Source: an optimization exercise on an open RTL-to-GDS flow (aim: small area and few clock cycles). Production flows keep margins and buffers that such runs may drop. The RTL was checked by simulation tests, not by an equivalence proof against the original design. No activity file was given, so power comes from the tool's default toggle rates.

==> design/flow/design.v <==
module cas2wav_sine (
    input  wire [4:0] m,
    input  wire       neg,
    output wire [7:0] s
);
    wire [4:0] k = (m > 5'd9) ? 5'd18 - m : m;
    reg  [6:0] a;
    always @(*) begin
        case (k[3:0])
            4'd0: a = 7'd0;
            4'd1: a = 7'd22;
            4'd2: a = 7'd43;
            4'd3: a = 7'd63;
            4'd4: a = 7'd81;
            4'd5: a = 7'd97;
            4'd6: a = 7'd109;
            4'd7: a = 7'd119;
            4'd8: a = 7'd125;
            4'd9: a = 7'd127;
            default: a = 7'd0;
        endcase
    end
    wire [6:0] na = 7'd0 - a;
    assign s = neg ? {a == 7'd0, na} : {1'b1, a};
endmodule
module cas2wav_marker (
    input  wire [2:0] i,
    output reg  [7:0] b
);
    always @(*) begin
        case (i)
            3'd0: b = 8'h1F; 3'd1: b = 8'hA6;
            3'd2: b = 8'hDE; 3'd3: b = 8'hBA;
            3'd4: b = 8'hCC; 3'd5: b = 8'h13;
            3'd6: b = 8'h7D; default: b = 8'h74;
        endcase
    end
endmodule
module cas2wav #(
    parameter [31:0] OUT_CAP = 32'd2097152,
    parameter [31:0] CAS_CAP = 32'd65536
) (
    input  wire        clk,
    input  wire        rst,           
    input  wire        reg_wr,
    input  wire [7:0]  reg_addr,
    input  wire [31:0] reg_wdata,
    output reg  [31:0] reg_rdata,
    output wire        cas_rd,
    output wire [31:0] cas_addr,
    input  wire [7:0]  cas_rdata,
    output wire        out_wr,
    output wire [31:0] out_addr,
    output wire [7:0]  out_wdata,
    output wire        done
);
    localparam [3:0] S_IDLE   = 4'd0,
                     S_SRD    = 4'd1,    
                     S_SCK    = 4'd2,    
                     S_CRD    = 4'd3,    
                     S_CCK    = 4'd4,    
                     S_SIL    = 4'd5,    
                     S_HDR    = 4'd6,    
                     S_DRD    = 4'd7,    
                     S_DCK    = 4'd8,    
                     S_BYTE   = 4'd9,    
                     S_FIN    = 4'd10;   
    reg [31:0] baud;
    reg [31:0] leadin_s;
    reg [31:0] cas_len;
    reg        done_r;
    reg [1:0]  errc;         
    reg [1:0]  mode;
    reg        mode_valid;
    reg [3:0]  st;
    reg [16:0] pos;          
    reg [3:0]  idx;          
    reg [1:0]  typ;          
    reg        cont;         
    reg        eof;
    reg [21:0] wp;           
    reg [4:0]  m;            
    reg        neg;
    reg        half;         
    reg [13:0] cnt;          
    reg [12:0] sec;          
    reg [8:0]  sr;           
    reg        nochk;        
    wire busy = (st != S_IDLE);
    wire err  = (errc != 2'd0);
    assign done = done_r;
    wire a_hi0 = (reg_addr[7:5] == 3'd0) && (reg_addr[1:0] == 2'd0);
    wire [2:0] ra = reg_addr[4:2];
    wire [31:0] status = {21'd0, mode_valid, mode, 2'b00, errc, 1'b0, err, done_r, busy};
    wire [21:0] out_len = (done_r && !err) ? wp : 22'd0;
    always @(*) begin
        reg_rdata = 32'd0;
        if (a_hi0) begin
            case (ra)
                3'd1: reg_rdata = status;
                3'd2: reg_rdata = baud;
                3'd3: reg_rdata = leadin_s;
                3'd4: reg_rdata = cas_len;
                3'd5: reg_rdata = {10'd0, out_len};
                3'd6: reg_rdata = OUT_CAP;
                default: ;
            endcase
        end
    end
    wire ctrl_wr   = reg_wr && a_hi0 && (ra == 3'd0);
    wire srst      = ctrl_wr && reg_wdata[1];
    wire start     = ctrl_wr && !reg_wdata[1] && reg_wdata[0] && !busy;
    wire config_ok = ((baud == 32'd1200) || (baud == 32'd2400)) &&
                     ($signed(leadin_s) <= $signed(32'd6213)) &&
                     (cas_len <= CAS_CAP);
    wire cfg_wr    = reg_wr && a_hi0 && !busy;
    wire k2 = baud[11];
    reg         pcin;
    wire [17:0] psum    = {pos, 1'b1} + {13'd0, idx, pcin};
    wire [16:0] rd_addr = psum[17:1];
    wire        at_end  = (rd_addr == cas_len[16:0]);
    wire [7:0]  mk;
    cas2wav_marker u_mk (.i(idx[2:0]), .b(mk));
    wire        mk_ok   = (cas_rdata == mk) && !nochk;
    assign cas_rd   = ((st == S_SRD) || (st == S_CRD) || (st == S_DRD)) && !at_end;
    assign cas_addr = {15'd0, rd_addr};
    always @(*) begin
        case (st)
            S_SCK:   pcin = !mk_ok && (idx == 4'd0) || (mk_ok && idx == 4'd7);
            S_DCK:   pcin = 1'b1;
            default: pcin = 1'b0;
        endcase
    end
    wire        emit  = (st == S_SIL) || (st == S_HDR) || (st == S_BYTE);
    wire        ovf   = wp[21];
    wire        tone  = (st == S_HDR) || ((st == S_BYTE) && sr[0]);
    wire [2:0]  inc   = tone ? (k2 ? 3'd4 : 3'd2) : (k2 ? 3'd2 : 3'd1);
    wire [5:0]  msum  = {1'b0, m} + {3'd0, inc};
    wire        mwrap = (msum >= 6'd18);
    wire        pend  = neg && mwrap;              
    wire        wrap  = pend && (!tone || half);   
    wire [7:0]  sine;
    cas2wav_sine u_sine (.m(m), .neg(neg), .s(sine));
    wire [21:0] dlen = wp - 22'd44;
    reg  [7:0]  hdr_b;
    always @(*) begin
        case (cnt[5:0])
            6'd0:  hdr_b = 8'h52; 6'd1:  hdr_b = 8'h49; 6'd2:  hdr_b = 8'h46; 6'd3:  hdr_b = 8'h46;
            6'd4:  hdr_b = dlen[7:0];   6'd5:  hdr_b = dlen[15:8];
            6'd6:  hdr_b = {2'd0, dlen[21:16]}; 6'd7:  hdr_b = 8'h00;
            6'd8:  hdr_b = 8'h57; 6'd9:  hdr_b = 8'h41; 6'd10: hdr_b = 8'h56; 6'd11: hdr_b = 8'h45;
            6'd12: hdr_b = 8'h66; 6'd13: hdr_b = 8'h6D; 6'd14: hdr_b = 8'h74; 6'd15: hdr_b = 8'h20;
            6'd16: hdr_b = 8'h10; 6'd20: hdr_b = 8'h01; 6'd22: hdr_b = 8'h01;
            6'd24: hdr_b = 8'hC0; 6'd25: hdr_b = 8'hA8;
            6'd28: hdr_b = 8'hC0; 6'd29: hdr_b = 8'hA8;
            6'd32: hdr_b = 8'h01; 6'd34: hdr_b = 8'h08;
            6'd36: hdr_b = 8'h64; 6'd37: hdr_b = 8'h61; 6'd38: hdr_b = 8'h74; 6'd39: hdr_b = 8'h61;
            6'd40: hdr_b = dlen[7:0];   6'd41: hdr_b = dlen[15:8];
            6'd42: hdr_b = {2'd0, dlen[21:16]};
            default: hdr_b = 8'h00;
        endcase
    end
    assign out_wr    = (emit && !ovf) || (st == S_FIN);
    assign out_addr  = (st == S_FIN) ? {26'd0, cnt[5:0]} : {10'd0, wp};
    assign out_wdata = (st == S_FIN) ? hdr_b : (st == S_SIL) ? 8'h80 : sine;
    wire [13:0] n_hdr = cont ? (k2 ? 14'd3999 : 14'd1999) : (k2 ? 14'd15999 : 14'd7999);
    wire [13:0] n_sec = k2 ? 14'd2399 : 14'd1199;
    wire        lead_pos = !leadin_s[31] && (leadin_s[12:0] != 13'd0);   
    wire        more_bin = typ[1] && !cont;
    wire        more     = (typ == 2'd1) ? !eof : more_bin;
    wire [7:0]  cls_b  = (typ == 2'd1) ? 8'hEA : (typ == 2'd2) ? 8'hD0 : 8'hD3;
    wire [1:0]  cls_t  = (idx == 4'd0) ? ((cas_rdata == 8'hEA) ? 2'd1 :
                                          (cas_rdata == 8'hD0) ? 2'd2 :
                                          (cas_rdata == 8'hD3) ? 2'd3 : 2'd0)
                                       : ((cas_rdata == cls_b) ? typ : 2'd0);
    always @(posedge clk) begin
        if (rst) begin
            baud       <= 32'd1200;
            leadin_s   <= 32'd0;
            cas_len    <= 32'd0;
            done_r     <= 1'b0;
            errc       <= 2'd0;
            mode       <= 2'd0;
            mode_valid <= 1'b0;
            st         <= S_IDLE;
        end else if (srst) begin
            done_r     <= 1'b0;
            errc       <= 2'd0;
            mode       <= 2'd0;
            mode_valid <= 1'b0;
            st         <= S_IDLE;
        end else begin
            if (cfg_wr) begin
                case (ra)
                    3'd2: baud     <= reg_wdata;
                    3'd3: leadin_s <= reg_wdata;
                    3'd4: cas_len  <= reg_wdata;
                    default: ;
                endcase
            end
            if (emit) begin
                if (!ovf) wp <= wp + 22'd1;
                m    <= mwrap ? msum[4:0] - 5'd18 : msum[4:0];
                neg  <= neg ^ mwrap;
                if (pend) half <= tone && !half;
            end
            case (st)
                S_IDLE: begin
                    if (start) begin
                        mode       <= 2'd0;
                        mode_valid <= 1'b0;
                        if (config_ok) begin
                            done_r <= 1'b0;
                            errc   <= 2'd0;
                            pos    <= 17'd0;
                            idx    <= 4'd0;
                            nochk  <= 1'b0;
                            wp     <= 22'd44;
                            st     <= S_SRD;
                        end else begin
                            done_r <= 1'b1;
                            errc   <= 2'd3;
                        end
                    end
                end
                S_SRD: begin
                    if (at_end) begin
                        cnt <= 14'd43;
                        st  <= S_FIN;
                    end else begin
                        st <= S_SCK;
                    end
                end
                S_SCK: begin
                    pos <= rd_addr;
                    idx <= 4'd0;
                    st  <= S_SRD;
                    if (mk_ok && idx == 4'd7) begin
                        st  <= S_CRD;
                    end else if (mk_ok) begin
                        pos <= pos;
                        idx <= idx + 4'd1;
                    end
                end
                S_CRD: begin
                    if (at_end) begin
                        done_r <= 1'b1;
                        errc   <= 2'd1;
                        st     <= S_IDLE;
                    end else begin
                        st <= S_CCK;
                    end
                end
                S_CCK: begin
                    typ <= cls_t;
                    if (idx == 4'd9) begin
                        idx  <= 4'd0;
                        cont <= 1'b0;
                        m    <= 5'd0;
                        neg  <= 1'b0;
                        half <= 1'b0;
                        cnt  <= n_sec;
                        st   <= S_SIL;
                        if (!mode_valid) begin
                            mode_valid <= 1'b1;
                            mode       <= cls_t;
                        end
                        sec <= (cls_t != 2'd0 && lead_pos) ? leadin_s[12:0] : 13'd2;
                    end else begin
                        idx <= idx + 4'd1;
                        st  <= S_CRD;
                    end
                end
                S_SIL: begin
                    if (ovf) begin
                        done_r <= 1'b1;
                        errc   <= 2'd2;
                        st     <= S_IDLE;
                    end else if (wrap) begin
                        if (cnt == 14'd0) begin
                            if (sec == 13'd1) begin
                                cnt <= n_hdr;
                                st  <= S_HDR;
                            end else begin
                                sec <= sec - 13'd1;
                                cnt <= n_sec;
                            end
                        end else begin
                            cnt <= cnt - 14'd1;
                        end
                    end
                end
                S_HDR: begin
                    if (ovf) begin
                        done_r <= 1'b1;
                        errc   <= 2'd2;
                        st     <= S_IDLE;
                    end else if (wrap) begin
                        if (cnt == 14'd0) begin
                            eof <= 1'b0;
                            st  <= S_DRD;
                        end else begin
                            cnt <= cnt - 14'd1;
                        end
                    end
                end
                S_DRD: begin
                    if (at_end) begin
                        if (idx == 4'd0) begin
                            if (more_bin) begin
                                cont <= 1'b1;
                                cnt  <= n_sec;
                                sec  <= 13'd1;
                                st   <= S_SIL;
                            end else begin
                                cnt <= 14'd43;
                                st  <= S_FIN;
                            end
                        end else begin
                            nochk <= 1'b1;
                            idx   <= 4'd0;
                        end
                    end else begin
                        st <= S_DCK;
                    end
                end
                S_DCK: begin
                    nochk <= 1'b0;
                    if (mk_ok && idx == 4'd7) begin
                        pos <= rd_addr;
                        idx <= 4'd0;
                        if (more) begin
                            cont <= 1'b1;
                            cnt  <= n_sec;
                            sec  <= 13'd1;
                            st   <= S_SIL;
                        end else begin
                            st <= S_CRD;
                        end
                    end else if (mk_ok) begin
                        idx <= idx + 4'd1;
                        st  <= S_DRD;
                    end else if (idx != 4'd0) begin
                        nochk <= 1'b1;
                        idx   <= 4'd0;
                        st    <= S_DRD;
                    end else begin
                        sr  <= {cas_rdata, 1'b0};
                        if (cas_rdata == 8'h1A) eof <= 1'b1;
                        cnt <= 14'd10;
                        pos <= rd_addr;
                        st  <= S_BYTE;
                    end
                end
                S_BYTE: begin
                    if (ovf) begin
                        done_r <= 1'b1;
                        errc   <= 2'd2;
                        st     <= S_IDLE;
                    end else if (wrap) begin
                        sr <= {1'b1, sr[8:1]};
                        if (cnt == 14'd0)
                            st <= S_DRD;
                        else
                            cnt <= cnt - 14'd1;
                    end
                end
                S_FIN: begin
                    cnt <= cnt - 14'd1;
                    if (cnt[5:0] == 6'd0) begin
                        done_r <= 1'b1;
                        st     <= S_IDLE;
                    end
                end
                default: st <= S_IDLE;
            endcase
        end
    end
endmodule
==> design/flow/run.sh <==
#!/bin/bash
# synth_recipe.tcl (not shown) runs the flow's synth.tcl, then flattens the netlist and writes it again
# the make line also repeats each setting of config.mk as NAME=value (left out here)
make -C /OpenROAD-flow-scripts/flow DESIGN_CONFIG=/design/flow/config.mk WORK_HOME=/design/flow/orfs CLKGATE_MAP_FILE= SYNTH_SCRIPT=/design/flow/synth_recipe.tcl finish
==> design/flow/config.mk <==
export PLATFORM = sky130hd
export DESIGN_NAME = cas2wav
export DESIGN_NICKNAME = cas2wav
export VERILOG_FILES = /design/flow/design.v
export SDC_FILE = /design/flow/constraint.sdc
export NUM_CORES = 4
export LEC_CHECK = 0
export CAP_MARGIN = 20
export CORE_MARGIN = 2
export CORE_UTILIZATION = 40
export SLEW_MARGIN = 20
==> design/flow/constraint.sdc <==
create_clock -name core_clock -period 8.0 [get_ports {clk}]
set_input_delay 1.6000 -clock core_clock [delete_from_list [all_inputs] [get_ports {clk}]]
set_output_delay 1.6000 -clock core_clock [all_outputs]
set_load 0.01 [all_outputs]
==> results of run 1 <==
[state kept, by name, indices dropped and copies added, names as in the netlist, 2 cells and up]
name,cells
sr,9
baud,32
typ,2
wp,22
mode,2
pos,17
errc,2
leadin_s,32
cas_len,32
idx,4
st,4
sec,13
m,5
cnt,14
[tightest hold or removal path: stages, from the launching register on]
cell	delay [ps]
dfxtp_1	330
nand2_1	60
a21oi_1	50
[synth_stat cells (6+ instances only)]
master	number	share of area, %
a21o_1	6	0.33
a21oi_1	152	5.5
a221oi_1	10	0.63
a222oi_1	13	0.94
a22oi_1	24	1.3
a31oi_1	17	0.77
and2_1	38	1.7
and3_1	13	0.59
buf_4	27	1.5
buf_6	6	0.49
clkbuf_1	95	2.6
dfxtp_1	106	15
edfxtp_1	91	20
ha_1	35	3.2
inv_1	47	1.3
mux2_2	39	3.2
mux2i_1	6	0.43
nand2_1	313	8.5
nand2b_1	11	0.50
nand3_1	30	1.1
nand3b_1	12	0.65
nand4_1	9	0.41
nor2_1	160	4.3
nor2b_1	21	0.95
nor3_1	40	1.4
nor4_1	33	1.5
o2111ai_1	6	0.38
o211ai_1	14	0.76
o21a_1	8	0.43
o21ai_0	60	2.2
o21ai_1	9	0.33
o22ai_1	27	1.2
or3_1	11	0.50
or4_1	9	0.49
xnor2_1	63	4.0
xor2_1	45	2.9
[power by group through the flow]
stage                     registers [W]  logic (W)  clock network, W
after floorplan                 0.00112   0.000274                 0
after global placement          0.00115   0.000401                 0
after detailed placement        0.00115   0.000404                 0
after CTS                       0.00112   0.000406          0.000920
after global routing            0.00113   0.000447          0.000961
final                           0.00112   0.000409          0.000906
[cell usage in the layout (no fill, tap or decap), types with 9 or more instances in the layout]
| master | instances |
|---|---|
| inv_1 | 47 |
| or3_1 | 11 |
| nand4_1 | 9 |
| nand2_1 | 313 |
| and2_1 | 38 |
| and3_1 | 13 |
| nor2b_1 | 19 |
| edfxtp_1 | 91 |
| a31oi_1 | 17 |
| nand3_1 | 29 |
| xnor2_1 | 63 |
| a221oi_1 | 10 |
| a22oi_1 | 24 |
| mux2_2 | 39 |
| or4_1 | 9 |
| nor4_1 | 33 |
| nor3_1 | 39 |
| ha_1 | 35 |
| clkbuf_16 | 17 |
| nand2b_1 | 11 |
| a21oi_1 | 152 |
| nor2_1 | 159 |
| o211ai_1 | 14 |
| o22ai_1 | 27 |
| o21ai_1 | 9 |
| nand3b_1 | 12 |
| buf_4 | 42 |
| a222oi_1 | 13 |
| dfxtp_1 | 106 |
| o21ai_0 | 60 |
| clkdlybuf4s50_1 | 129 |
| conb_1 | 25 |
| xor2_1 | 45 |
[through the flow]
| stage | setup slack, ps | setup TNS (ps) | total power, W | std cells |
|---|---|---|---|---|
| floorplan | 780 | 0 | 0.00139 | 1748 |
| global placement | -88.9 | -88.9 | 0.00155 | 2243 |
| detailed placement | -151 | -151 | 0.00155 | 2243 |
| CTS | 10.0 | 0 | 0.00245 | 2275 |
| global route | -5.62 | -5.62 | 0.00254 | 2276 |
| finish | 237 | 0 | 0.00244 | 2276 |
[cell type report]
| class | instances | area, um2 |
|---|---|---|
| fillers | 3441 | 18200 |
| well taps | 455 | 569 |
| clock inverters | 15 | 189 |
| multi-input cells | 1367 | 8280 |
| inverters | 51 | 191 |
| repair buffers | 174 | 1620 |
| flip-flops and latches | 197 | 4850 |
| clock buffers | 17 | 425 |
[kinds of logic (layout without fill, tap and decap cells)]
family	Yosys count	count (layout)	share of synthesized area [%]
buffers and inverters	184	257	6.08
XOR/XNOR	111	111	7.34
AO/OA/AOI/OAI	411	411	19.3
adder cells (fa/ha/maj)	38	38	3.53
flip-flops	197	197	35.1
AND/OR/NAND/NOR	737	737	25.0
other	1	25	0.0271
multiplexers	45	45	3.61
[routing by layer]
layer	GRT usage, %	part of all wire (%)	vias up	wire length (um)
li1	-	-	6275	-
met1	33.4	46	6338	20300
met2	39.3	46	415	20400
met3	3.97	5.5	53	2440
met4	7.36	2.3	0	1020
met5	0	0	-	0
[worst max-delay path by stage]
stage | start | end | slack [ps] | cells past startpoint
6_report | cas_rdata[2] | cas_rd | 240 | 19
5_1_grt | cas_rdata[0] | cas_rd | -6 | 19
4_1_cts | cas_rdata[0] | cas_rd | 10 | 19
3_5_place_dp | cas_rdata[0] | cas_rd | -150 | 19
3_3_place_gp | cas_rdata[2] | cas_rd | -90 | 18
2_1_floorplan | cas_rdata[0] | cas_rd | 780 | 18
[repair_timing]
| action | in CTS | in global routing |
|---|---|---|
| hold buffers | 0 | 0 |
| hold endpoints to repair | 0 | 0 |
| pin swaps | 0 | 4 |
| buffers inserted | 0 | 1 |
| endpoints found under the setup margin | 1 | 1 |
| gates resized for setup | 1 | 3 |
==> results by group, run 1 <==
Outcome
  – Status: timing/DRC/antenna clean

Detailed routing
  – Drc violations: 0
  – Via Count: 13,081
  – Detail Route Antenna Nets: 0
  – Wirelength per Cell: a little under 20 um
  – Pre-antenna DRT Iters: 8
  – Detailed Route Iter0 Violations: about 1,400
  – Final wirelength: 44,100 um
  – DR vias/cell: 5.75

Clocking
  – H-tree levels: 4
  – CTS tree: yes
  – Maximum clock insertion buffer count: 2
  – CTS buffer count: 17
  – Clock-pin slew on the worst setup and hold paths: ~90 ps
  – CTS root buffer: clkbuf_16
  – CTS sink cnt: about 200
  – Worst-Skew Late Latency: 450 ps

GRT
  – GRT Total Usage: around a quarter
  – First-pass GRT wire length: 69,200 um
  – Total grt overflow: 0
  – Initial antenna violation count: 1
  – Largest net degree at the start of global routing: 98
  – Vias in the first global route: 12,209

Worst hold path
  – Hold path start: baud[23]$_SDFFE_PP0P_
  – Hold Path Class: register to register
  – Hold path cells: 2
  – WHS Endpoint: baud[23]$_SDFFE_PP0P_

Yosys
  – Post-synth ARST share: 0%
  – Post-Synthesis Cell Area: 13,800 um2
  – EDFF count, synth: 91
  – Ys flop type: dfxtp_1
  – Syn Area/Cell: roughly 8 um2
  – Ys Warns: 3
  – Synthesized flop and latch total: roughly 200
  – Unique masters post-synth: slightly below 100
  – Seq/Total Area, Yosys: 35.1%
  – Cell count after synthesis: 1,724

Critical path
  – CP Data Required Time: between 6000 and 7000 ps
  – Slowest CP cell: a2111oi_0
  – Family with the most delay on the worst path: compound AO/OA/AOI/OAI gates
  – R2R setup slack: between 1000 and 1500 ps
  – Critical path class: primary input to primary output
  – Crit Reg-Reg Startpoint: idx[0]$_DFFE_PP_
  – Crit-path max cell delay: just under 700 ps
  – Worst Path Buf+Inv: 3
  – CP cell instances: clkdlybuf4s50_1, o21a_1, or4_4, a221oi_2, nand3_1, and3_1, fa_1, nor2b_2, o221a_2, o211ai_1, buf_4, xor2_1, a21oi_1, o211ai_2, a2111oi_4, nand4_2, nor3_2, a2111oi_0, clkbuf_2
  – CP arrival: ~6200 ps
  – Worst Reg2Reg Path Length in Cells: 21
  – Largest fanout on the critical path: 6
  – R2R Path End: idx[0]$_DFFE_PP_
  – Crit end category: primary output
  – Startpoint types: primary input

Placement
  – Placed cell areas: ~16,000 um2
  – Gp weighted congestion: 0.885
  – DP HPWL: around 32,000 um
  – Number of port buffers: 132

Power and ir drop
  – Part of the power in registers: 46.1%
  – VDD IR max: roughly 0.00012 V
  – P_int: 0.00170 W
  – Power per cell area: ~150 nW/um2
  – Switching part of the total power: 30.5%
  – Leak pwr: around 5.4 nW
  – Clock power share: between 30% and 40%
  – Gate power share: between 10% and 20%
  – Switching power: 0.000743 W

Final layout
  – Final instance area: 16,100 um2
  – Fin util: 47.0%
  – Area growth syn-to-layout: 16.6%
  – Antenna diodes: 0
  – Share of layout cells above drive strength 1: 8.73%
  – # nets final: 1,896

Floorplan
  – Die Ht: 190 um
  – Initial core utilization: 40.3%
  – Die area: 36,100 um2
  – I/O pins: 158
  – Core Rows: 68
  – Die X-Extent: roughly 190 um
  – Core ar.: around 34,000 um2

STA
  – Slew headroom: approximately 31%
  – Highest clock rate: between 0.1 and 0.15 GHz
  – Worst slew pin tran: ~1000 ps
  – Tmin final: ~7800 ps
  – Clock skew: approximately 16 ps
  – WHS: around 470 ps
  – Final worst-path cycle share: a little over nine tenths
  – Max-slew violations: 0
  – Final hold viol count: 0
  – # setup viols final: 0

Job
  – Max cap viols: 0
Testbench counts, summed over its fixed seeds: cycles 10,482,878.
==> run 2: changes to the inputs <==
--- a/design/flow/design.v
+++ b/design/flow/design.v
@@ -85,4 +85,5 @@
     reg [13:0] cnt;          
-    reg [12:0] sec;          
+    reg        bw;           
     reg [8:0]  sr;           
+    wire [12:0] sec = {idx, sr};
     reg        nochk;        
@@ -117,6 +118,8 @@
     wire k2 = baud[11];
-    reg         pcin;
-    wire [17:0] psum    = {pos, 1'b1} + {13'd0, idx, pcin};
+    reg         c;
+    reg         rb;
+    wire [17:0] psum    = {pos, 1'b1} + {13'd0, idx, c};
     wire [16:0] rd_addr = psum[17:1];
     wire        at_end  = (rd_addr == cas_len[16:0]);
+    wire        rd_st   = (st == S_SRD) || (st == S_CRD) || (st == S_DRD);
     wire [7:0]  mk;
@@ -124,11 +127,4 @@
     wire        mk_ok   = (cas_rdata == mk) && !nochk;
-    assign cas_rd   = ((st == S_SRD) || (st == S_CRD) || (st == S_DRD)) && !at_end;
+    assign cas_rd   = rd_st && !at_end;
     assign cas_addr = {15'd0, rd_addr};
-    always @(*) begin
-        case (st)
-            S_SCK:   pcin = !mk_ok && (idx == 4'd0) || (mk_ok && idx == 4'd7);
-            S_DCK:   pcin = 1'b1;
-            default: pcin = 1'b0;
-        endcase
-    end
     wire        emit  = (st == S_SIL) || (st == S_HDR) || (st == S_BYTE);
@@ -143,9 +139,11 @@
     cas2wav_sine u_sine (.m(m), .neg(neg), .s(sine));
-    wire [21:0] dlen = wp - 22'd44;
+    wire [7:0]  wbyte = (pos[1:0] == 2'd0) ? wp[7:0] :
+                        (pos[1:0] == 2'd1) ? wp[15:8] : {2'd0, wp[21:16]};
+    wire [8:0]  dsub  = {1'b0, wbyte} - ((pos[1:0] == 2'd0) ? 9'd44 : {8'd0, bw});
+    wire [7:0]  dbyte = dsub[7:0];
     reg  [7:0]  hdr_b;
     always @(*) begin
-        case (cnt[5:0])
+        case (pos[5:0])
             6'd0:  hdr_b = 8'h52; 6'd1:  hdr_b = 8'h49; 6'd2:  hdr_b = 8'h46; 6'd3:  hdr_b = 8'h46;
-            6'd4:  hdr_b = dlen[7:0];   6'd5:  hdr_b = dlen[15:8];
-            6'd6:  hdr_b = {2'd0, dlen[21:16]}; 6'd7:  hdr_b = 8'h00;
+            6'd4:  hdr_b = dbyte; 6'd5:  hdr_b = dbyte; 6'd6:  hdr_b = dbyte; 6'd7:  hdr_b = 8'h00;
             6'd8:  hdr_b = 8'h57; 6'd9:  hdr_b = 8'h41; 6'd10: hdr_b = 8'h56; 6'd11: hdr_b = 8'h45;
@@ -157,4 +155,3 @@
             6'd36: hdr_b = 8'h64; 6'd37: hdr_b = 8'h61; 6'd38: hdr_b = 8'h74; 6'd39: hdr_b = 8'h61;
-            6'd40: hdr_b = dlen[7:0];   6'd41: hdr_b = dlen[15:8];
-            6'd42: hdr_b = {2'd0, dlen[21:16]};
+            6'd40: hdr_b = dbyte; 6'd41: hdr_b = dbyte; 6'd42: hdr_b = dbyte;
             default: hdr_b = 8'h00;
@@ -163,6 +160,11 @@
     assign out_wr    = (emit && !ovf) || (st == S_FIN);
-    assign out_addr  = (st == S_FIN) ? {26'd0, cnt[5:0]} : {10'd0, wp};
+    assign out_addr  = (st == S_FIN) ? {26'd0, pos[5:0]} : {10'd0, wp};
     assign out_wdata = (st == S_FIN) ? hdr_b : (st == S_SIL) ? 8'h80 : sine;
-    wire [13:0] n_hdr = cont ? (k2 ? 14'd3999 : 14'd1999) : (k2 ? 14'd15999 : 14'd7999);
-    wire [13:0] n_sec = k2 ? 14'd2399 : 14'd1199;
+    localparam [13:0] L_10 = 14'h1B6F, L_1199 = 14'h2DAC, L_2399 = 14'h1250,
+                      L_1999 = 14'h0F9C, L_3999 = 14'h3C78,
+                      L_7999 = 14'h07B9, L_15999 = 14'h3F67;
+    wire [13:0] n_hdr = cont ? (k2 ? L_3999 : L_1999) : (k2 ? L_15999 : L_7999);
+    wire [13:0] n_sec = k2 ? L_2399 : L_1199;
+    wire [13:0] cnt_nx = {cnt[12:0], cnt[13] ^ cnt[12] ^ cnt[11] ^ cnt[1]};
+    wire        cnt_end = (cnt == 14'h3FFF);
     wire        lead_pos = !leadin_s[31] && (leadin_s[12:0] != 13'd0);   
@@ -206,2 +208,10 @@
             end
+            if (rd_st && !at_end) begin
+                if (rb) begin
+                    pos <= rd_addr;
+                    idx <= 4'd0;
+                end else begin
+                    idx <= idx + 4'd1;
+                end
+            end
             case (st)
@@ -216,2 +226,4 @@
                             idx    <= 4'd0;
+                            c      <= 1'b0;
+                            rb     <= 1'b1;
                             nochk  <= 1'b0;
@@ -227,3 +239,5 @@
                     if (at_end) begin
-                        cnt <= 14'd43;
+                        pos <= 17'd0;
+                        idx <= 4'd0;
+                        c   <= 1'b1;
                         st  <= S_FIN;
@@ -234,11 +248,5 @@
                 S_SCK: begin
-                    pos <= rd_addr;
-                    idx <= 4'd0;
-                    st  <= S_SRD;
-                    if (mk_ok && idx == 4'd7) begin
-                        st  <= S_CRD;
-                    end else if (mk_ok) begin
-                        pos <= pos;
-                        idx <= idx + 4'd1;
-                    end
+                    c  <= mk_ok || (idx == 4'd0);
+                    rb <= !mk_ok || (idx == 4'd7);
+                    st <= (mk_ok && idx == 4'd7) ? S_CRD : S_SRD;
                 end
@@ -255,4 +263,8 @@
                     typ <= cls_t;
+                    c   <= 1'b1;
+                    rb  <= 1'b0;
+                    st  <= S_CRD;
                     if (idx == 4'd9) begin
-                        idx  <= 4'd0;
+                        c    <= 1'b0;
+                        rb   <= 1'b1;
                         cont <= 1'b0;
@@ -267,6 +279,3 @@
                         end
-                        sec <= (cls_t != 2'd0 && lead_pos) ? leadin_s[12:0] : 13'd2;
-                    end else begin
-                        idx <= idx + 4'd1;
-                        st  <= S_CRD;
+                        {idx, sr} <= (cls_t != 2'd0 && lead_pos) ? leadin_s[12:0] : 13'd2;
                     end
@@ -279,3 +288,3 @@
                     end else if (wrap) begin
-                        if (cnt == 14'd0) begin
+                        if (cnt_end) begin
                             if (sec == 13'd1) begin
@@ -284,3 +293,3 @@
                             end else begin
-                                sec <= sec - 13'd1;
+                                {idx, sr} <= sec - 13'd1;
                                 cnt <= n_sec;
@@ -288,3 +297,3 @@
                         end else begin
-                            cnt <= cnt - 14'd1;
+                            cnt <= cnt_nx;
                         end
@@ -298,3 +307,3 @@
                     end else if (wrap) begin
-                        if (cnt == 14'd0) begin
+                        if (cnt_end) begin
                             eof <= 1'b0;
@@ -302,3 +311,3 @@
                         end else begin
-                            cnt <= cnt - 14'd1;
+                            cnt <= cnt_nx;
                         end
@@ -308,3 +317,3 @@
                     if (at_end) begin
-                        if (idx == 4'd0) begin
+                        if (rb) begin
                             if (more_bin) begin
@@ -312,6 +321,8 @@
                                 cnt  <= n_sec;
-                                sec  <= 13'd1;
+                                {idx, sr} <= 13'd1;
                                 st   <= S_SIL;
                             end else begin
-                                cnt <= 14'd43;
+                                pos <= 17'd0;
+                                idx <= 4'd0;
+                                c   <= 1'b1;
                                 st  <= S_FIN;
@@ -321,2 +332,4 @@
                             idx   <= 4'd0;
+                            c     <= 1'b0;
+                            rb    <= 1'b1;
                         end
@@ -328,5 +341,9 @@
                     nochk <= 1'b0;
+                    sr    <= {cas_rdata, 1'b0};
+                    c     <= 1'b1;
+                    rb    <= 1'b1;
                     if (mk_ok && idx == 4'd7) begin
-                        pos <= rd_addr;
+                        pos <= rd_addr;      
                         idx <= 4'd0;
+                        c   <= 1'b0;
                         if (more) begin
@@ -334,3 +351,3 @@
                             cnt  <= n_sec;
-                            sec  <= 13'd1;
+                            {idx, sr} <= 13'd1;
                             st   <= S_SIL;
@@ -340,4 +357,4 @@
                     end else if (mk_ok) begin
-                        idx <= idx + 4'd1;
-                        st  <= S_DRD;
+                        rb <= 1'b0;
+                        st <= S_DRD;
                     end else if (idx != 4'd0) begin
@@ -345,8 +362,7 @@
                         idx   <= 4'd0;
+                        c     <= 1'b0;
                         st    <= S_DRD;
                     end else begin
-                        sr  <= {cas_rdata, 1'b0};
                         if (cas_rdata == 8'h1A) eof <= 1'b1;
-                        cnt <= 14'd10;
-                        pos <= rd_addr;
+                        cnt <= L_10;
                         st  <= S_BYTE;
@@ -361,6 +377,6 @@
                         sr <= {1'b1, sr[8:1]};
-                        if (cnt == 14'd0)
+                        if (cnt_end)
                             st <= S_DRD;
                         else
-                            cnt <= cnt - 14'd1;
+                            cnt <= cnt_nx;
                     end
@@ -368,4 +384,5 @@
                 S_FIN: begin
-                    cnt <= cnt - 14'd1;
-                    if (cnt[5:0] == 6'd0) begin
+                    pos <= rd_addr;      
+                    bw  <= dsub[8];
+                    if (pos[5:0] == 6'd43) begin
                         done_r <= 1'b1;
==> run 2 against run 1 <==
  * Still clean on timing, DRC and antenna
  * Clock power decreased by 5.3%
  * Sequential cell count decreased by 10
  * Combinational power increased to 7.0 times the previous value
  * Utilization decreased by 0.29 points
  * Synthesized cell count increased by 6.8%
  * Global-route usage increased by 3.4 points
  * Worst setup slack improved by 970 ps
  * Fmax increased by 14%
  * Critical path type is now register to primary output
  * Critical endpoint unchanged
==> results by group, run 2 <==
Detailed routing
  – Detail Route Antenna Nets: 0 (unchanged)
  – Pre-antenna DRT Iters: 5 (-3)
  – Final wirelength: 51,000 um (+15%)
  – Via Count: 14,323 (+9.5%)
  – Drc violations: 0 (unchanged)
  – Detailed Route Iter0 Violations: 1,527 (+9.9%)
  – DR vias/cell: 6.05 (+5.2%)
  – Wirelength per Cell: 21.5 um (+11%)

Worst hold path
  – Hold Path Class: register to register
  – Hold path cells: 2 (unchanged)
  – Hold path start: cas_len[25]$_SDFFE_PP0P_
  – WHS Endpoint: cas_len[25]$_SDFFE_PP0P_

Floorplan
  – Die area: 36,500 um2 (+1.1%)
  – I/O pins: 158 (unchanged)
  – Core Rows: 68 (unchanged)
  – Die X-Extent: 191 um (+0.56%)
  – Initial core utilization: 40.6% (+0.27 points)
  – Core ar.: 34,500 um2 (+0.50%)
  – Die Ht: 191 um (+0.56%)

Job
  – Max cap viols: 0 (unchanged)

Clocking
  – Maximum clock insertion buffer count: 2 (unchanged)
  – CTS tree: yes
  – Clock-pin slew on the worst setup and hold paths: 80 ps (about the same)
  – H-tree levels: 4 (unchanged)
  – Post-CTS Setup Repair Bufs: 0 (unchanged)
  – Post-CTS resize count: 0 (-1)
  – Worst-Skew Late Latency: 450 ps (about the same)
  – CTS buffer count: 17 (unchanged)
  – Hold_buf cts: 0 (unchanged)
  – CTS sink cnt: 187 (-5.1%)
  – CTS root buffer: clkbuf_16

Critical path
  – Crit Reg-Reg Startpoint: pos[0]$_DFFE_PP_
  – Startpoint types: register
  – R2R Path End: pos[16]$_DFFE_PP_
  – Slowest CP cell: edfxtp_1
  – Crit end category: primary output
  – CP most frequent cell: inv_1
  – Critical path class: register to primary output
  – CP cell instances: inv_1, fa_1, nor2b_1, o221a_2, o221ai_1, a2111oi_0, nand4b_1, or4_4, o21ai_1, inv_1, clkdlybuf4s50_1
  – Crit-path max cell delay: 820 ps (+130 ps)
  – Worst Reg2Reg Path Length in Cells: 11 (-48%)
  – CP arrival: 5200 ps (-960 ps)
  – Largest fanout on the critical path: 18 (+12)
  – CP Data Required Time: 6400 ps (about the same)
  – R2R setup slack: 2890 ps (+1410 ps)

Power and ir drop
  – Power per cell area: 330 nW/um2 (+120%)
  – VDD IR max: 0.000186 V (+60%)
  – Leak pwr: 5.66 nW (+4.5%)

Yosys
  – Post-synthesis adder-cell area fraction: 3.51% (-0.023 points)
  – Unique masters post-synth: 92 (-5.2%)
  – Main combinational cell family by area after synthesis: simple AND/OR/NAND/NOR gates
  – Top cells by area, synth: edfxtp_1 17%, dfxtp_1 15%, nand2_1 8.9%
  – Post-synth ARST share: 0% (unchanged)
  – Ys Warns: 3 (unchanged)
  – Multiplexer share of the synthesized area: 1.57% (-2.0 points)
  – XOR/XNOR Fraction of Synth Area: 4.89% (-2.4 points)
  – Top-area cell type share of the netlist area: 17.4% (-2.4 points)
  – Cell count after synthesis: 1,841 (+6.8%)
  – Ys flop type: dfxtp_1
  – EDFF count, synth: 81 (-11%)
  – Seq/Total Area, Yosys: 32.6% (-2.5 points)
  – Complex-gate fraction of the synthesized area: 24.5% (+5.2 points)
  – Post-Synthesis Cell Area: 14,000 um2 (+1.2%)
  – Syn Area/Cell: 7.60 um2 (-5.3%)
  – Post-synth top area cell: edfxtp_1
  – Synthesized flop and latch total: 187 (-5.1%)
  – Most common library cells after synthesis: 331 x nand2_1, 200 x nor2_1, 186 x a21oi_1, 106 x dfxtp_1, 103 x clkbuf_1
  – Most used standard cell by instance count after synthesis: nand2_1
  – Simple-gate portion of the synthesized area: 26.9% (+1.8 points)

STA
  – Tmin final: 6800 ps (-967 ps)
  – Highest clock rate: 0.147 GHz (+14%)
  – Max-slew violations: 0 (unchanged)
  – Slew headroom: 24.5% (-6.8 points)
  – Worst slew pin tran: 1130 ps (+103 ps)
  – Final hold viol count: 0 (unchanged)
  – Setup TNS: 0 ps (unchanged)
  – RSZ-0062 raised after global routing: false
  – Clock skew: 17.1 ps (+1.50 ps)
  – Final worst-path cycle share: 84.9% (-12 points)
  – # setup viols final: 0 (unchanged)

Final layout
  – Most common cell after layout, fill and taps aside: nand2_1
  – Largest registers: baud (32), cas_len (32), leadin_s (32)
  – Fin util: 46.7% (-0.29 points)
  – Area growth syn-to-layout: 15.2%
  – Most frequent cells in the layout: 331 x nand2_1, 200 x nor2_1, 186 x a21oi_1
  – # nets final: 1,988 (+4.9%)
  – FILL cells: 3,513 (+2.1%)
  – Share of layout cells above drive strength 1: 5.33% (-3.4 points)

GRT
  – First-pass GRT wire length: 78,800 um (+14%)
  – Initial antenna violation count: 2 (+1)
  – Total grt overflow: 0 (unchanged)
  – Vias in the first global route: 13,703 (+12%)
  – Largest net degree at the start of global routing: 58 (-41%)
  – GRT Total Usage: 27.7% (+3.4 points)

Outcome
  – Status: timing/DRC/antenna clean

Placement
  – DP HPWL: 38,100 um (+18%)
  – Gp weighted congestion: 0.986 (+11%)
  – Number of port buffers: 132 (unchanged)
## run 2: worst max-delay path by stage
stage,start,to,cells past startpoint
floorplan,pos[0]$_DFFE_PP_,cnt[0]$_DFFE_PP_,14
global placement,pos[0]$_DFFE_PP_,cas_rd,11
detailed placement,pos[0]$_DFFE_PP_,cas_rd,11
CTS,pos[0]$_DFFE_PP_,cas_rd,11
global route,pos[0]$_DFFE_PP_,cas_rd,11
finish,pos[0]$_DFFE_PP_,cas_rd,11
## run 2: worst max-delay path, delay by kind of cell, from the launching register on
kind,cells,cell delay [ps]
AND/OR/NAND/NOR,3,1020
buffers and inverters,3,1040
AO/OA/AOI/OAI,4,1370
flip-flops,1,820
adder cells (fa/ha/maj),1,500
## run 2: routing by layer
metal	global-route usage, %	wire length [um]	up-vias
li1	-	-	6720
met1	35.7	21400	6790
met2	45.3	23400	682
met3	5.32	4200	129
met4	11.9	1910	2
met5	0	88	-
## run 2: area by class of cell
cell class | count | area [um2] | area share (%)
timing repair buffer | 157 | 1500 | 9.31
sequential | 187 | 4550 | 28.3
multi-input combinational | 1481 | 8700 | 54.0
inverter | 55 | 206 | 1.28
clock inverter | 14 | 145 | 0.901
clock buffer | 18 | 429 | 2.66
tap | 455 | 569 | 3.53
antenna | 1 | 2.50 | 0.0155
## run 2: per-stage QoR
stage	total power (W)	hold slack (ps)	setup WS, ps	cell area (um2)	std cells
2_1_floorplan	0.00337	445	2470	14100	1865
3_3_place_gp	0.00440	455	1820	15500	2334
3_5_place_dp	0.00442	464	1740	15500	2335
4_1_cts	0.00528	476	1250	16100	2367
5_1_grt	0.00565	495	926	16100	2367
6_report	0.00532	475	1200	16100	2368
## run 2: kinds of logic after synthesis
group	count (synthesis)
buf+inv	197
compound gates	513
flops	187
xor+xnor	75
fa+ha+maj	38
simple gates	809
mux	21
other cells	1
## run 2: power breakdown
group	internal, W	switching [W]
registers	0.00123	0.000370
clock network	0.000419	0.000438
logic	0.00120	0.00166
Testbench counts of run 2, summed over its fixed seeds: cycles 10,482,878.
==> run 3: changes to the inputs <==
==> design/flow/flow/run.sh (new file) <==
#!/bin/bash
# The standard layout (standard.sh) with two changes made through ORFS's
# own hooks:
#  - after floorplan, the combinational logic is re-synthesized for area by
#    OpenROAD's restructure (ABC); registers are not touched;
#  - ports are buffered with the smallest buffer, buf_1, which the resizer
#    may still upsize.
# Each tool's output stays in its ORFS log; make's output goes to standard.log.
set -euo pipefail
W=$PWD
export OWN_FLOW_DIR=$W/flow
export POST_FLOORPLAN_TCL=$W/flow/restructure.tcl
export BUFFER_PORTS_ARGS="-buffer_cell sky130_fd_sc_hd__buf_1"
bash standard.sh > standard.log 2>&1
==> design/flow/flow/libfilter.py (new file) <==
#!/usr/bin/env python3
# Copy a liberty file leaving out the named cells (the platform's don't-use
# list), so that ABC inside OpenROAD's restructure cannot pick them.
import re, sys
src, dst = sys.argv[1], sys.argv[2]
drop = set(sys.argv[3:])
text = open(src).read()
out = []
i = 0
pat = re.compile(r'^\s*cell\s*\(\s*"?([A-Za-z0-9_]+)"?\s*\)\s*\{', re.M)
while True:
    m = pat.search(text, i)
    if not m:
        out.append(text[i:])
        break
    name = m.group(1)
    # find the matching closing brace
    depth = 0
    j = m.end() - 1
    while True:
        ch = text[j]
        if ch == '{':
            depth += 1
        elif ch == '}':
            depth -= 1
            if depth == 0:
                break
        j += 1
    if name in drop or any(name.startswith(p.rstrip('*')) and p.endswith('*') for p in drop):
        out.append(text[i:m.start()])
    else:
        out.append(text[i:j + 1])
    i = j + 1
open(dst, 'w').write(''.join(out))
==> design/flow/flow/restructure.tcl (new file) <==
# Sourced at the end of ORFS's floorplan step (POST_FLOORPLAN_TCL).
# Re-synthesizes the combinational logic for area with OpenROAD's restructure.
# ABC there reads the liberty directly, so it gets a copy without the
# platform's don't-use cells.
set rs_lib [lindex $::env(LIB_FILES) 0]
set rs_dir $::env(OBJECTS_DIR)/restructure
file mkdir $rs_dir
exec python3 $::env(OWN_FLOW_DIR)/libfilter.py $rs_lib $rs_dir/no_dont_use.lib \
  {*}$::env(DONT_USE_CELLS) >& $rs_dir/libfilter.log
puts "restructure: area before [sta::format_area [rsz::design_area] 0]"
remove_buffers
set tielo "[lindex $::env(TIELO_CELL_AND_PORT) 0]/[lindex $::env(TIELO_CELL_AND_PORT) 1]"
set tiehi "[lindex $::env(TIEHI_CELL_AND_PORT) 0]/[lindex $::env(TIEHI_CELL_AND_PORT) 1]"
restructure -target area -liberty_file $rs_dir/no_dont_use.lib \
  -tielo_port $tielo -tiehi_port $tiehi -work_dir $rs_dir \
  -abc_logfile $rs_dir/abc.log
puts "restructure: area after [sta::format_area [rsz::design_area] 0]"
==> design/flow/standard.sh (new file) <==
#!/bin/bash
# synth_recipe.tcl (not shown) runs the flow's synth.tcl, then flattens the netlist and writes it again
# the make line also repeats each setting of config.mk as NAME=value (left out here)
make -C /OpenROAD-flow-scripts/flow DESIGN_CONFIG=/design/flow/config.mk WORK_HOME=/design/flow/orfs CLKGATE_MAP_FILE= SYNTH_SCRIPT=/design/flow/synth_recipe.tcl "${@:-finish}"
removed: design/flow/run.sh
==> run 3 against run 2 <==
  * Worst hold slack got worse by 18 ps
  * Sequential cell count did not move
  * Worst setup slack got worse by 570 ps
  * Critical path type unchanged
  * Largest cell class unchanged
  * Highest routed layer is now met4
==> results by group, run 3 <==
Detailed routing
  – Via Count: 12,971 (-9.4%)
  – Wirelength per Cell: 21.0 um (-2.4%)
  – Pre-antenna DRT Iters: 5 (unchanged)
  – Final wirelength: 45,500 um (-11%)
  – Detailed Route Iter0 Violations: 1,392 (-8.8%)
  – Detail Route Antenna Nets: 0 (unchanged)
  – Drc violations: 0 (unchanged)
  – DR vias/cell: 5.98 (-1.1%)

Worst hold path
  – Hold path start: cas_len[24]$_SDFFE_PP0P_
  – Hold path cells: 2 (unchanged)
  – WHS Endpoint: cas_len[24]$_SDFFE_PP0P_
  – Hold Path Class: register to register

GRT
  – Largest net degree at the start of global routing: 89 (+53%)
  – First-pass GRT wire length: 69,400 um (-12%)
  – Vias in the first global route: 12,013 (-12%)
  – Total grt overflow: 0 (unchanged)
  – Initial antenna violation count: 0 (-2)
  – GRT Total Usage: 24.7% (-3.0 points)

Final layout
  – Most common cell after layout, fill and taps aside: clkinv_1
  – Final instance area: 13,700 um2 (-15%)
  – Area growth syn-to-layout: -2.35%
  – FILL cells: 3,664 (+4.3%)
  – Share of layout cells above drive strength 1: 4.38% (-0.96 points)
  – # nets final: 1,752 (-12%)
  – Antenna diodes: 0 (-1)
  – Largest registers: baud (32), cas_len (32), leadin_s (32)
  – Most frequent cells in the layout: 271 x clkinv_1, 207 x nor2_1, 180 x o21ai_0

Critical path
  – Slowest CP cell: edfxtp_1
  – Crit-path max cell delay: 750 ps (-70 ps)
  – Crit end category: primary output
  – CP most frequent cell: clkinv_1
  – Worst Reg2Reg Path Length in Cells: 28 (+17)
  – CP Data Required Time: 6400 ps (about the same)
  – R2R Path End: wp[20]$_DFFE_PP_
  – Largest fanout on the critical path: 17 (-1)
  – Crit Reg-Reg Startpoint: st[3]$_SDFFE_PN0P_
  – Critical path class: register to primary output
  – R2R setup slack: 1270 ps (-1620 ps)
  – Startpoint types: register
  – CP arrival: 5770 ps (+570 ps)

Clocking
  – CTS sink cnt: 187 (unchanged)
  – H-tree levels: 4 (unchanged)
  – CTS tree: yes
  – Worst-Skew Late Latency: 460 ps (about the same)
  – Maximum clock insertion buffer count: 2 (unchanged)
  – Hold_buf cts: 0 (unchanged)
  – CTS root buffer: clkbuf_16
  – Clock-pin slew on the worst setup and hold paths: 80 ps (about the same)
  – CTS buffer count: 17 (unchanged)

Power and ir drop
  – Design Power: 0.00451 W (-15%)
  – Power per cell area: 330 nW/um2 (-0.11%)
  – Leak pwr: 4.33 nW (-24%)
  – VDD IR max: 0.000193 V (+3.8%)

Placement
  – DP HPWL: 34,000 um (-11%)
  – Placed cell areas: 13,000 um2 (-16%)
  – Number of port buffers: 132 (unchanged)
  – Gp weighted congestion: 0.937 (-5.0%)
  – Dpl ws: 723 ps (-1010 ps)

STA
  – Slew headroom: 19.2% (-5.3 points)
  – Setup TNS: 0 ps (unchanged)
  – # setup viols final: 0 (unchanged)
  – Final worst-path cycle share: 92.1% (+7.2 points)
  – Worst Slack Setup Final: 630 ps (-575 ps)
  – Tmin final: 7370 ps (+575 ps)
  – Worst slew pin tran: 1200 ps (+68.2 ps)
  – RSZ-0062 raised after global routing: false
  – Highest clock rate: 0.136 GHz (-7.8%)
  – Clock skew: 13.9 ps (-3.19 ps)
  – Max-slew violations: 0 (unchanged)
  – Final hold viol count: 0 (unchanged)

Job
  – Max cap viols: 0 (unchanged)

Floorplan
  – Core Rows: 68 (unchanged)
  – Core ar.: 34,500 um2 (unchanged)
  – Initial core utilization: 40.6% (unchanged)
  – Die Ht: 191 um (unchanged)
  – Die area: 36,500 um2 (unchanged)
  – Die X-Extent: 191 um (unchanged)
  – I/O pins: 158 (unchanged)

Yosys
  – Seq/Total Area, Yosys: 32.6% (unchanged)
  – Top cells by area, synth: edfxtp_1 17%, dfxtp_1 15%, nand2_1 8.9%
  – Ys flop type: dfxtp_1
  – Syn Area/Cell: 7.60 um2 (unchanged)
  – Post-synth top area cell: edfxtp_1
  – Ys Warns: 3 (unchanged)
  – Post-synth ARST share: 0% (unchanged)
  – Most common library cells after synthesis: 331 x nand2_1, 200 x nor2_1, 186 x a21oi_1, 106 x dfxtp_1, 103 x clkbuf_1
  – Unique masters post-synth: 92 (unchanged)
  – Synthesized flop and latch total: 187 (unchanged)
  – Cell count after synthesis: 1,841 (unchanged)
  – EDFF count, synth: 81 (unchanged)
  – Top-area cell type share of the netlist area: 17.4% (unchanged)
  – Most used standard cell by instance count after synthesis: nand2_1
  – Post-Synthesis Cell Area: 14,000 um2 (unchanged)

Outcome
  – Status: timing/DRC/antenna clean
[run 3: cell counts after synthesis]
No cell type changed its count.
[run 3: per-stage QoR]
stage,instances,utilization [%],hold slack [ps]
6_report,2169,39.6,457
5_1_grt,2169,39.6,481
4_1_cts,2165,39.5,458
3_5_place_dp,2133,37.7,446
3_3_place_gp,2133,37.7,439
2_1_floorplan,1865,-,445
[run 3: per-layer routing]
layer / vias to the layer above / GRT usage, % / routed length (um)
met1: 6193 / 33.0 / 19900
met2: 617 / 39.7 / 21000
li1: 6079 / - / -
met5: - / 0 / 0
met3: 82 / 4.41 / 3260
met4: 0 / 9.48 / 1380
[run 3: power by group]
part           switching, W  leakage [nW]  internal (W)
Sequential         0.000271          1.63       0.00124
Combinational       0.00137          2.40      0.000699
Clock              0.000470         0.300      0.000455
[run 3: logic make-up after synthesis]
logic type	count (synthesis)	synth area share [%]
xor gates and xnor gates	75	4.89
AOI/OAI and AO/OA	513	24.5
other	1	0.0268
DFF	187	32.6
and+or+nand+nor	809	26.9
adders and majority gates	38	3.51
muxes	21	1.57
buffers and inverters	197	6.08
[run 3: worst max-delay path by stage]
stage                      from               end  cells after the start
2_1_floorplan  pos[0]$_DFFE_PP_  cnt[0]$_DFFE_PP_                     14
3_3_place_gp   idx[0]$_DFFE_PP_            cas_rd                     29
3_5_place_dp   idx[0]$_DFFE_PP_            cas_rd                     29
4_1_cts        idx[0]$_DFFE_PP_            cas_rd                     29
5_1_grt        pos[1]$_DFFE_PP_            cas_rd                     27
6_report       pos[1]$_DFFE_PP_            cas_rd                     27
[run 3: layout make-up]
| class | instances | area [um2] | share of cell area, % |
|---|---|---|---|
| clock inverter | 15 | 196 | 1.44 |
| multi-input combinational | 1056 | 6140 | 45.0 |
| sequential | 187 | 4550 | 33.3 |
| clock buffer | 17 | 425 | 3.11 |
| timing repair buffer | 164 | 736 | 5.39 |
| inverter | 275 | 1030 | 7.56 |
| tap | 455 | 569 | 4.17 |
[run 3: timing repair]
action,CTS,global route
endpoints found under the setup margin,0,1
endpoints found under the hold margin,0,0
resized for setup,0,4
buffers inserted,0,4
[run 3: critical path: cells and delay by family, from the launching register on]
family / cells / cell delay (ps)
compound gates: 8 / 1610
buf+inv: 11 / 1560
simple gates: 8 / 1370
flops: 1 / 750
==> run 4: changes to the inputs <==
--- a/design/flow/flow/restructure.tcl
+++ b/design/flow/flow/restructure.tcl
@@ -11,7 +11,56 @@
 remove_buffers
-set tielo "[lindex $::env(TIELO_CELL_AND_PORT) 0]/[lindex $::env(TIELO_CELL_AND_PORT) 1]"
+set tie_cell [lindex $::env(TIELO_CELL_AND_PORT) 0]
+set tielo "$tie_cell/[lindex $::env(TIELO_CELL_AND_PORT) 1]"
 set tiehi "[lindex $::env(TIEHI_CELL_AND_PORT) 0]/[lindex $::env(TIEHI_CELL_AND_PORT) 1]"
-restructure -target area -liberty_file $rs_dir/no_dont_use.lib \
-  -tielo_port $tielo -tiehi_port $tiehi -work_dir $rs_dir \
-  -abc_logfile $rs_dir/abc.log
-puts "restructure: area after [sta::format_area [rsz::design_area] 0]"
+
+# Output ports driven by a tie cell, and which tie pin drives each. A later
+# restructure pass can drop these ties, so they are put back afterwards.
+set block [ord::get_db_block]
+set port_ties [dict create]
+foreach bt [$block getBTerms] {
+  set net [$bt getNet]
+  if { $net == "NULL" } { continue }
+  foreach it [$net getITerms] {
+    if { [$it isOutputSignal] && [[[$it getInst] getMaster] getName] == $tie_cell } {
+      dict set port_ties [$bt getName] [[$it getMTerm] getName]
+    }
+  }
+}
+
+foreach pass {1 2 3} {
+  restructure -target area -liberty_file $rs_dir/no_dont_use.lib \
+    -tielo_port $tielo -tiehi_port $tiehi -work_dir $rs_dir \
+    -abc_logfile $rs_dir/abc.log
+  puts "restructure: area after pass $pass [sta::format_area [rsz::design_area] 0]"
+}
+
+proc net_has_driver { net } {
+  foreach it [$net getITerms] {
+    if { [$it isOutputSignal] } { return 1 }
+  }
+  foreach bt [$net getBTerms] {
+    if { [$bt getIoType] == "INPUT" } { return 1 }
+  }
+  return 0
+}
+
+set tie_master [[ord::get_db] findMaster $tie_cell]
+set n 0
+dict for {port pin} $port_ties {
+  set net [[$block findBTerm $port] getNet]
+  if { ![net_has_driver $net] } {
+    set inst [odb::dbInst_create $block $tie_master "restructure_tie_$n"]
+    [$inst findITerm $pin] connect $net
+    incr n
+  }
+}
+puts "restructure: ties put back on $n output ports"
+
+# nothing may be left undriven
+foreach net [$block getNets] {
+  if { [$net getSigType] != "SIGNAL" } { continue }
+  if { [llength [$net getITerms]] + [llength [$net getBTerms]] < 2 } { continue }
+  if { ![net_has_driver $net] } {
+    error "restructure: net [$net getName] has no driver"
+  }
+}
--- a/design/flow/config.mk
+++ b/design/flow/config.mk
@@ -10,2 +10,3 @@
 export CORE_UTILIZATION = 40
+export CTS_BUF_LIST = sky130_fd_sc_hd__clkbuf_8
 export SLEW_MARGIN = 20
==> run 4 against run 3 <==
  * Still clean on timing, DRC and antenna
  * Clock skew grew 12 ps
  * Worst hold slack better by 7.8 ps
  * Count of clock-buffer cells in the layout increased by 1
  * Sequential power barely moved
  * Clock power decreased by 31%
  * Utilization is 0.99 points lower
  * Sequential cell count unchanged
  * Routed wire length shrank 0.13%
  * Die area is the same
  * Design area is 2.5% lower
  * Largest power group unchanged
==> results by group, run 4 <==
Outcome
  – Status: timing/DRC/antenna clean

Floorplan
  – Core ar.: 34,500 um2 (unchanged)
  – Die Ht: 191 um (unchanged)
  – Die X-Extent: 191 um (unchanged)
  – Die area: 36,500 um2 (unchanged)
  – Core Rows: 68 (unchanged)
  – Initial core utilization: 40.6% (unchanged)
  – I/O pins: 158 (unchanged)

Clocking
  – CTS sink cnt: 187 (unchanged)
  – Hold_buf cts: 0 (unchanged)
  – CTS root buffer: clkbuf_8
  – Maximum clock insertion buffer count: 2 (unchanged)
  – Clock-pin slew on the worst setup and hold paths: 110 ps (+30 ps)
  – CTS tree: yes
  – CTS buffer count: 17 (unchanged)
  – H-tree levels: 4 (unchanged)
  – Worst-Skew Late Latency: 500 ps (+40 ps)

Worst hold path
  – WHS Endpoint: cas_len[23]$_SDFFE_PP0P_
  – Hold path start: cas_len[23]$_SDFFE_PP0P_
  – Hold path cells: 2 (unchanged)
  – Hold Path Class: register to register

Final layout
  – Antenna diodes: 0 (unchanged)
  – Most common cell after layout, fill and taps aside: clkinv_1
  – Area growth syn-to-layout: -4.79%
  – FILL cells: 3,671 (+0.19%)
  – # nets final: 1,733 (-1.1%)
  – Final cell count without fillers: 2,150 (-0.88%)
  – Largest registers: baud (32), cas_len (32), leadin_s (32)
  – Final instance area: 13,300 um2 (-2.5%)
  – Share of layout cells above drive strength 1: 4.07% (-0.30 points)
  – Most frequent cells in the layout: 256 x clkinv_1, 209 x nor2_1, 177 x o21ai_0

Critical path
  – Critical path class: register to primary output
  – Family with the most delay on the worst path: compound AO/OA/AOI/OAI gates
  – Worst Path Buf+Inv: 6 (-5)
  – Worst Reg2Reg Path Length in Cells: 31 (+11%)
  – Crit-path max cell delay: 520 ps (-230 ps)
  – CP cell instances: clkinv_1, o21ai_0, o21ai_0, o21ai_0, nand2_1, clkinv_1, a21oi_1, o22ai_1, nand4_1, nor2_1, clkinv_1, nor3_4, inv_2, nor4_4, o21ai_0, a221oi_1, o2111ai_1, a311oi_2, o21ai_2, o211ai_1, clkinv_1, buf_1
  – Startpoint types: register
  – CP Data Required Time: 6400 ps (about the same)
  – R2R Path End: wp[20]$_DFFE_PP_
  – CP arrival: 5840 ps (+70 ps)
  – R2R setup slack: 1310 ps (+40 ps)
  – Largest fanout on the critical path: 9 (-8)
  – Slowest CP cell: edfxtp_1
  – Crit end category: primary output
  – Crit Reg-Reg Startpoint: st[3]$_SDFFE_PN0P_

Power and ir drop
  – Design Power: 0.00422 W (-6.4%)
  – Leak pwr: 4.19 nW (-3.3%)
  – Power per cell area: 317 nW/um2 (-4.0%)
  – VDD IR max: 0.000145 V (-25%)

Yosys
  – Top-area cell type share of the netlist area: 17.4% (unchanged)
  – Synthesized flop and latch total: 187 (unchanged)
  – Main combinational cell family by area after synthesis: simple AND/OR/NAND/NOR gates
  – Post-Synthesis Cell Area: 14,000 um2 (unchanged)
  – Post-synthesis adder-cell area fraction: 3.51% (unchanged)
  – Complex-gate fraction of the synthesized area: 24.5% (unchanged)
  – Seq/Total Area, Yosys: 32.6% (unchanged)
  – Post-synth top area cell: edfxtp_1
  – Simple-gate portion of the synthesized area: 26.9% (unchanged)
  – Most used standard cell by instance count after synthesis: nand2_1
  – Multiplexer share of the synthesized area: 1.57% (unchanged)
  – Unique masters post-synth: 92 (unchanged)
  – Cell count after synthesis: 1,841 (unchanged)
  – Post-synth ARST share: 0% (unchanged)
  – Top cells by area, synth: edfxtp_1 17%, dfxtp_1 15%, nand2_1 8.9%
  – Most common library cells after synthesis: 331 x nand2_1, 200 x nor2_1, 186 x a21oi_1, 106 x dfxtp_1, 103 x clkbuf_1
  – Syn Area/Cell: 7.60 um2 (unchanged)
  – EDFF count, synth: 81 (unchanged)
  – Ys Warns: 3 (unchanged)
  – Ys flop type: dfxtp_1
  – XOR/XNOR Fraction of Synth Area: 4.89% (unchanged)

STA
  – # setup viols final: 0 (unchanged)
  – Highest clock rate: 0.134 GHz (-0.99%)
  – Setup TNS: 0 ps (unchanged)
  – Final hold viol count: 0 (unchanged)
  – Final worst-path cycle share: 93.0% (+0.92 points)
  – Worst slew pin tran: 1090 ps (-106 ps)
  – Slew headroom: 27.1% (+7.9 points)
  – Clock skew: 25.8 ps (+11.9 ps)
  – RSZ-0062 raised after global routing: false
  – Tmin final: 7440 ps (+73.5 ps)
  – WHS: 465 ps (+7.83 ps)
  – Max-slew violations: 0 (unchanged)

GRT
  – Vias in the first global route: 12,009 (-0.033%)
  – GRT Total Usage: 24.6% (-0.12 points)
  – Total grt overflow: 0 (unchanged)
  – Largest net degree at the start of global routing: 91 (+2.2%)
  – First-pass GRT wire length: 69,600 um (+0.34%)
  – Initial antenna violation count: 0 (unchanged)

Detailed routing
  – Via Count: 12,881 (-0.69%)
  – Detail Route Antenna Nets: 0 (unchanged)
  – Detailed Route Iter0 Violations: 1,399 (+0.50%)
  – Pre-antenna DRT Iters: 6 (+1)
  – Drc violations: 0 (unchanged)
  – DR vias/cell: 5.99 (+0.18%)
  – Final wirelength: 45,500 um (-0.13%)
  – Wirelength per Cell: 21.2 um (+0.75%)

Placement
  – DP Cell Count: 2,118 (-0.70%)
  – Number of port buffers: 132 (unchanged)
  – Gp weighted congestion: 0.959 (+2.4%)
  – DP HPWL: 34,300 um (+1.0%)
  – Placed cell areas: 12,900 um2 (-0.77%)

Job
  – Max cap viols: 0 (unchanged)
[run 4: stage by stage]
| stage | utilization (%) | setup slack (ps) |
|---|---|---|
| after detailed placement | 37.4 | 167 |
| after global routing | 38.6 | 44.1 |
| after CTS | 38.6 | 164 |
| final | 38.6 | 556 |
| after floorplan | - | 2470 |
| after global placement | 37.4 | 573 |
[run 4: kinds of logic (layout without fill, tap and decap cells)]
logic type	after synthesis	count (layout)
DFF	187	187
and+or+nand+nor	809	401
other	1	25
buffers and inverters	197	449
muxes	21	0
xor gates and xnor gates	75	3
adders and majority gates	38	0
AOI/OAI and AO/OA	513	630
[run 4: worst max path at each step]
stage	start	end	slack [ps]	cells after the start
after floorplan	pos[0]$_DFFE_PP_	cnt[0]$_DFFE_PP_	2470	14
after global placement	idx[0]$_DFFE_PP_	cas_rd	570	22
after detailed placement	idx[0]$_DFFE_PP_	cas_rd	170	22
after CTS	idx[0]$_DFFE_PP_	cas_rd	160	22
after global routing	idx[0]$_DFFE_PP_	cas_rd	40	22
final	idx[0]$_DFFE_PP_	cas_rd	560	22
[run 4: layout make-up]
cell class | count | area, um2 | share of cell area [%]
Sequential cell | 187 | 4550 | 34.2
Clock buffer | 18 | 248 | 1.86
Clock inverter | 14 | 135 | 1.01
Multi-Input combinational cell | 1059 | 6150 | 46.2
Tap cell | 455 | 569 | 4.28
Timing Repair Buffer | 158 | 691 | 5.19
Inverter | 259 | 972 | 7.30
[run 4: where the power goes]
part	switching, W	internal, W
Sequential	0.000249	0.00124
Combinational	0.00141	0.000678
Clock	0.000402	0.000238
[run 4: repair_timing]
item / CTS / global route
gates resized for setup: 3 / 5
setup buffers: 0 / 0
endpoints found under the hold margin: 0 / 0
cloned: 0 / 0
endpoints found under the setup margin: 1 / 1
[run 4: worst min-delay path, stage by stage, from the launching register on]
cell and delay (ps):
dfxtp_1 330, clkinv_1 50, a21oi_1 50
[run 4: metal layers]
metal / GRT usage, % / vias to the layer above / wire length (um)
met3: 3.62 / 108 / 3370
met5: 0 / - / 0
li1: - / 5991 / -
met1: 31.6 / 6121 / 18900
met2: 40.7 / 661 / 21100
met4: 11.4 / 0 / 2140

[re-timing with driven ports]
Ports are ideal in the flow. The routed layouts listed here were re-timed in OpenROAD.
Step 1 assumes that a clkbuf_16 drives the clock port and a buf_2 every other input.
Step 2 moves the port delays by t, midway between the first and last clock arrival at a register: inputs arrive t later, outputs are due t later. That takes back most of the time a late clock gives input paths.
Three values: ideal, step 1, step 2; two values: the first two.
| run | t (ns) | slack for setup (ns) | clock arrival spread, ns |
|---|---|---|---|
| run 1 | 0.501 | 0.237 / 0.211 / 0.211 | 0.015 / 0.016 |
| run 2 | 0.489 | 1.204 / 1.153 / 1.643 | 0.018 / 0.017 |
| run 3 | 0.508 | 0.630 / 0.579 / 1.087 | 0.014 / 0.014 |
| run 4 | 0.534 | 0.556 / 0.506 / 1.040 | 0.026 / 0.025 |
After both steps setup and hold are still met in every run listed. The setup slack of run 1, which loses most, moves by -0.026 ns with the drivers and by -0.026 ns with both steps.
